What follows belongs to an exercise in optimizing a design on an open flow for small area, a short achievable clock period and few clock cycles; a production flow would make more cautious choices.

==> job 402: inputs <==
==> flow/design.v (excerpt) <==
module lz4crc (
    input  wire        clk,
    input  wire        rst,             
    input  wire        cmd_valid,
    output wire        cmd_ready,
    input  wire [7:0]  cmd_op,
    input  wire [31:0] cmd_src,
    input  wire [31:0] cmd_len,
    input  wire [31:0] cmd_dst,
    input  wire [31:0] cmd_cap,
    output reg         done,
    output reg  [7:0]  status,
    output reg  [31:0] result,
    output wire        mem_req,
    output wire        mem_we,
    output wire [29:0] mem_addr,
    output wire [3:0]  mem_wstrb,
    output wire [31:0] mem_wdata,
    input  wire        mem_gnt,
    input  wire        mem_rvalid,
    input  wire [31:0] mem_rdata
);
    localparam [7:0] ST_OK           = 8'h01;
    localparam [7:0] ST_SRC_OVERRUN  = 8'h20;
    localparam [7:0] ST_DST_OVERRUN  = 8'h21;
    localparam [7:0] ST_BAD_OFFSET   = 8'h22;
    localparam [7:0] ST_ILLEGAL_OP   = 8'h30;
    localparam [7:0] ST_BAD_RANGE    = 8'h31;
    localparam [7:0] ST_UNAVAILABLE  = 8'h32;
    localparam [1:0] K_ILL = 2'd0, K_CRC = 2'd1, K_COMP = 2'd2, K_DEC = 2'd3;
    localparam [3:0] S_IDLE  = 4'd0,
                     S_CHECK = 4'd1,
                     S_CRC   = 4'd2,
                     S_TOK   = 4'd3,     
                     S_LEXT  = 4'd4,     
  ...
export LEC_CHECK = 0
export CAP_MARGIN = 20
export CORE_MARGIN = 2
export CORE_UTILIZATION = 40
export CTS_BUF_LIST = sky130_fd_sc_hd__clkbuf_8
export CTS_CLUSTER_SIZE = 30
export SETUP_SLACK_MARGIN = 2.0
export SLEW_MARGIN = 20
create_clock -name core_clock -period 8.0 [get_ports {clk}]
run.sh (not shown) runs the stock make flow with config.mk's settings and CLKGATE_MAP_FILE= SYNTH_SCRIPT=/design/flow/synth_recipe.tcl, a recipe that flattens the netlist after the stock synthesis.
==> job 8628 (differences from job 402) <==
--- a/flow/design.v
+++ b/flow/design.v
@@ -49,13 +49,12 @@
     reg [31:0] opos;            
     reg [32:0] acc;             
     reg [3:0]  mnib;
     reg [15:0] offset;
     reg        se32, de32;      
     reg        dlt;             
-    reg [4:1]  hav;             
     reg [29:0] rq;              
     reg [1:0]  pos;             
     reg [1:0]  nval;            
     reg [1:0]  outs;            
     reg [2:0]  disc;            
     reg [31:0] w0, w1, w2;
@@ -395,21 +394,13 @@
             2'd0: fits3 = (n <= 3'd3);
             2'd1: fits3 = (n <= 3'd2);
             2'd2: fits3 = (n <= 3'd1);
             default: fits3 = (n == 3'd0);
         endcase
     endfunction
-    wire       have_ok = (nneed == 3'd1) ? hav[1] : (nneed == 3'd2) ? hav[2] :
-                         (nneed == 3'd3) ? hav[3] : (nneed == 3'd4) ? hav[4] : 1'b1;
-    function [4:1] hav_f;
-        input [1:0] nv;
-        input [1:0] p;
-        integer k;
-        for (k = 1; k <= 4; k = k + 1)
-            hav_f[k] = ({nv, 2'b00} >= {2'b00, p} + k);
-    endfunction
+    wire       have_ok = nval[1] || (nval[0] && fits4(pos, nneed));
     wire wr_rdy  = st_copy && acc_nz && have_ok;
     wire hdr_rdy = (st_hdr1 || (state == S_CRC) || (st_off && !s_one)) && s_nz && have_ok;
     function gt_thr;
         input [3:0] v;
         input [1:0] nv;
         input [1:0] no;
@@ -714,14 +705,12 @@
     wire [2:0] posn   = {1'b0, pos} + ncons;
     wire       xdrop  = (state == S_MCOPY) && !acc_nz && pf && (pos != 2'd0);
     wire       shift  = (cons && !fits3(pos, ncons)) || xdrop;
     wire       load   = mem_rvalid && (disc == 3'd0);
     wire       drop   = mem_rvalid && (disc != 3'd0);
     wire [1:0] nv_s   = nval - {1'b0, shift};
-    wire [1:0] nval_g = nv_s + {1'b0, load};
-    wire [1:0] pos_g  = cons ? posn[1:0] : pos;
     wire [1:0] outs_n = outs + {1'b0, rd_go} - {1'b0, load};
     wire [2:0] disc_d = disc - {2'b0, drop};
     wire [2:0] disc_n = disc_d + {1'b0, outs_n};
     wire [7:0] hb = y[7:0];    
     wire        chk      = (state == S_CHECK);
     wire        mchk     = (state == S_MCHK);
@@ -735,13 +724,14 @@
     wire        sas_pos  = !sas[32] && (sas[31:0] != 32'd0);    
     wire [32:0] sas      = chk ? ({1'b0, sas_a} + {1'b0, sas_b}) : ({1'b0, sas_a} - {1'b0, sas_b});
     wire        st_tok   = (state == S_TOK);
     wire [31:0] lopnd    = st_tok ? {28'd0, hb[7:4]} : st_off ? {27'd0, {1'b0, mnib} + 5'd4} : acc[31:0];
     wire [32:0] opa      = {1'b0, opos} + {1'b0, lopnd};            
     wire [32:0] cla      = {1'b0, c_left} - {1'b0, lopnd};
-    wire        tok_fast = shi && (c_left[31:4] != 28'd0);
+    wire        tok_gt_s = !shi && (s_left[3:0] <= hb[7:4]);
+    wire        tok_gt_c = (c_left[31:4] == 28'd0) && (c_left[3:0] < hb[7:4]);
     wire        acc_gt_c = acc[32] || cla[32];
     wire        acc_gt_s = acc[32] || sas[32];                  
     wire [31:0] sln      = s_left - {29'd0, nhdr_c};
     wire        src_wrap = se32 && (sa != 32'd0);
     wire        dst_wrap = de32 && (opos != 32'd0);
     wire        overlap  = (s_left != 32'd0) && (c_left != 32'd0) &&
@@ -758,33 +748,30 @@
         if (rst) begin
             state  <= S_IDLE;
             done   <= 1'b0;
             status <= 8'h00;
             result <= 32'd0;
             nval   <= 2'd0;
-            hav    <= 4'd0;
-            hav    <= 4'd0;
             outs   <= 2'd0;
             disc   <= 3'd0;
             msrc   <= 1'b0;
             per    <= 1'b0;
             pf     <= 1'b0;
         end else begin
             done <= 1'b0;
-            pos  <= pos_g;
-            hav  <= hav_f(nval_g, pos_g);
+            if (cons) pos <= posn[1:0];
             if (shift) begin
                 w0 <= w1;
                 w1 <= w2;
             end
             if (load) begin
                 if ((nval == 2'd0) || (nval == 2'd1 && shift)) w0 <= mem_rdata;
                 if ((nval == 2'd1 && !shift) || (nval == 2'd2 && shift)) w1 <= mem_rdata;
                 if ((nval == 2'd2 && !shift) || (nval == 2'd3 && shift)) w2 <= mem_rdata;
             end
-            nval <= nval_g;
+            nval <= nv_s + {1'b0, load};
             outs <= outs_n;
             disc <= disc_d;
             if (rd_go) rq <= addr_inc;
             if (rd_go && pf) sf <= sf + 2'd1;
             if (rd_go && msrc) begin
                 mw <= mw - 2'd1;
@@ -827,22 +814,20 @@
                     se32   <= sas[32];
                     opos   <= opa[31:0];
                     de32   <= opa[32];
                     c_left <= acc[31:0];
                     rq     <= sa[31:2];
                     pos    <= sa[1:0];
-                    hav    <= hav_f(nval_g, sa[1:0]);
                     state  <= S_CHK2;
                 end
                 S_CHK2: begin
                     dlt   <= se32 || sas_pos;
                     state <= S_CHK3;
                 end
                 S_CHK3: begin
                     nval   <= 2'd0;
-            hav    <= 4'd0;
                     msrc   <= 1'b0;
                     per    <= 1'b0;
                     opos   <= 32'd0;
                     if (kind == K_CRC) c_left <= 32'hFFFFFFFF;
                     case (kind)
                         K_CRC: begin
@@ -864,17 +849,18 @@
                 S_TOK: begin
                     if (!s_nz) finish(ST_SRC_OVERRUN, 32'd0);
                     else if (hdr_rdy) begin
                         mnib  <= hb[3:0];
                         set_acc({29'd0, hb[7:4]});
                         if (hb[7:4] == 4'hF) state <= S_LEXT;
-                        else if (!tok_fast)  state <= S_LCHK;
                         else begin
                             c_left <= cla[31:0];
                             opos   <= opa[31:0];
-                            state  <= S_LIT;
+                            if (tok_gt_s)      finish(ST_SRC_OVERRUN, 32'd0);
+                            else if (tok_gt_c) finish(ST_DST_OVERRUN, 32'd0);
+                            else               state <= S_LIT;
                         end
                     end
                 end
                 S_LEXT, S_MEXT: begin
                     if (!s_nz) finish(ST_SRC_OVERRUN, 32'd0);
                     else if (hdr_rdy) begin
@@ -910,26 +896,24 @@
                     ahi  <= (acc[32:4] != 29'd0);
                     match_start;
                 end
                 S_MCOPY: begin
                     if (!acc_nz && pf) begin
                         pos   <= spos;
-                        hav   <= hav_f(nval_g, spos);
                         msrc  <= 1'b0;
                         pf    <= 1'b0;
                         state <= S_TOK;
                     end else if (acc_nz && !per && !pf && !a_more) begin
                         pf   <= 1'b1;
                         rq   <= sas[31:2];
                         spos <= sas[1:0];
                         sf   <= 2'd0;
                     end else if (!acc_nz) begin
                         rq   <= sas[31:2];
                         pos  <= sas[1:0];    
                         nval <= 2'd0;
-                        hav  <= 4'd0;
                         outs <= 2'd0;
                         disc <= disc_n;
                         msrc <= 1'b0;
                         per  <= 1'b0;
                         state <= S_TOK;
                     end
@@ -942,13 +926,12 @@
         begin
                         c_left <= cla[31:0];
                         opos   <= opa[31:0];
                         rq   <= mstart[31:2];
                         pos  <= mstart[1:0];
                         nval <= 2'd0;
-                        hav  <= 4'd0;
                         outs <= 2'd0;
                         disc <= disc_n;
                         msrc <= 1'b1;
                         pf   <= 1'b0;
                         per  <= (offv[15:3] == 13'd0) && (offv[2:0] <= 3'd4);
                         ph   <= 2'd0;
@@ -984,13 +967,12 @@
         begin
             status <= code;
             result <= value;
             done   <= 1'b1;
             state  <= S_IDLE;
             nval   <= 2'd0;
-            hav    <= 4'd0;
             outs   <= 2'd0;
             disc   <= disc_n;
             msrc   <= 1'b0;
             per    <= 1'b0;
         end
     endtask
==> flow/config.mk (replaced) <==
export PLATFORM = sky130hd
export DESIGN_NAME = lz4crc
export DESIGN_NICKNAME = lz4crc
export VERILOG_FILES = /design/flow/design.v
export SDC_FILE = /design/flow/constraint.sdc
export NUM_CORES = 4
export LEC_CHECK = 0
export CAP_MARGIN = 20
export CORE_MARGIN = 2
export CORE_UTILIZATION = 55
export SETUP_SLACK_MARGIN = 2.0
export SLEW_MARGIN = 20
==> summary.txt <==
Die Wd: 279.5 um
FFs & Latches: 424
FP Rows: 101
DIE HEIGHT: 279.5 um
fillers: 6499
final net count: 5784
outcome: finished clean
Via density: 6.759
mux contribution to synthesized area: 8.147%
Final Core Density: 66.69%
post-synthesis adder-cell area fraction: 6.538%
drt first pass iters: 8
top post-synthesis cells by area: edfxtp_1 (26%), xnor2_1 (7.7%), nand2_1 (6.7%), ha_1 (6.1%), mux2i_1 (5.2%)
tap cells: 978
Source of the figures above: job 8628

==> summary.txt <==
mux contribution to synthesized area: 8.334%
FP Rows: 118
DIE HEIGHT: 327.3 um
Die Wd: 327.3 um
Leading cell kind: multi-input combinational cells
Synth Area in Compound Gates: 22.15%
drt first pass iters: 6
Final Core Density: 49.10%
FFs & Latches: 428
DRT antenna net count: 0
tap cells: 1380
top post-synthesis cells by area: edfxtp_1 (26%), xnor2_1 (8.0%), ha_1 (6.1%), nand2_1 (5.3%), a21oi_1 (5.1%)
outcome: finished clean
post-synthesis adder-cell area fraction: 6.586%
Source of the figures above: job 402

No functional check of the RTL was part of any run of this note.

-- re-timing with driven ports --
The results above use ideal ports. As a check the final layouts listed here were re-extracted and re-timed, cells and wires unchanged.
Step 1 sets driving cells, clkbuf_16 on the clock port and buf_2 on the other inputs (assumed; they add their load-dependent delay and slew).
Step 2, shift: input delay + t, output delay - t, t = (earliest + latest rising clock arrival at the registers) / 2. This alone moves slack from input paths to output paths.
Slacks: ideal ports / drivers / drivers and shift; pairs: ideal ports / drivers.
| run | t, ns | setup slack, ns | hold slack, ns | worst setup path at the end | latest minus earliest clock arrival (ns) |
|---|---|---|---|---|---|
| job 402 | 0.860 | 0.930 / 0.930 / 0.930 | 0.457 / 0.457 / 0.457 | register to register | 0.048 / 0.048 |
| job 8628 | 0.724 | 1.318 / 1.318 / 1.318 | 0.459 / 0.459 / 0.459 | register to register | 0.036 / 0.036 |
After both steps every run listed still meets setup and hold.
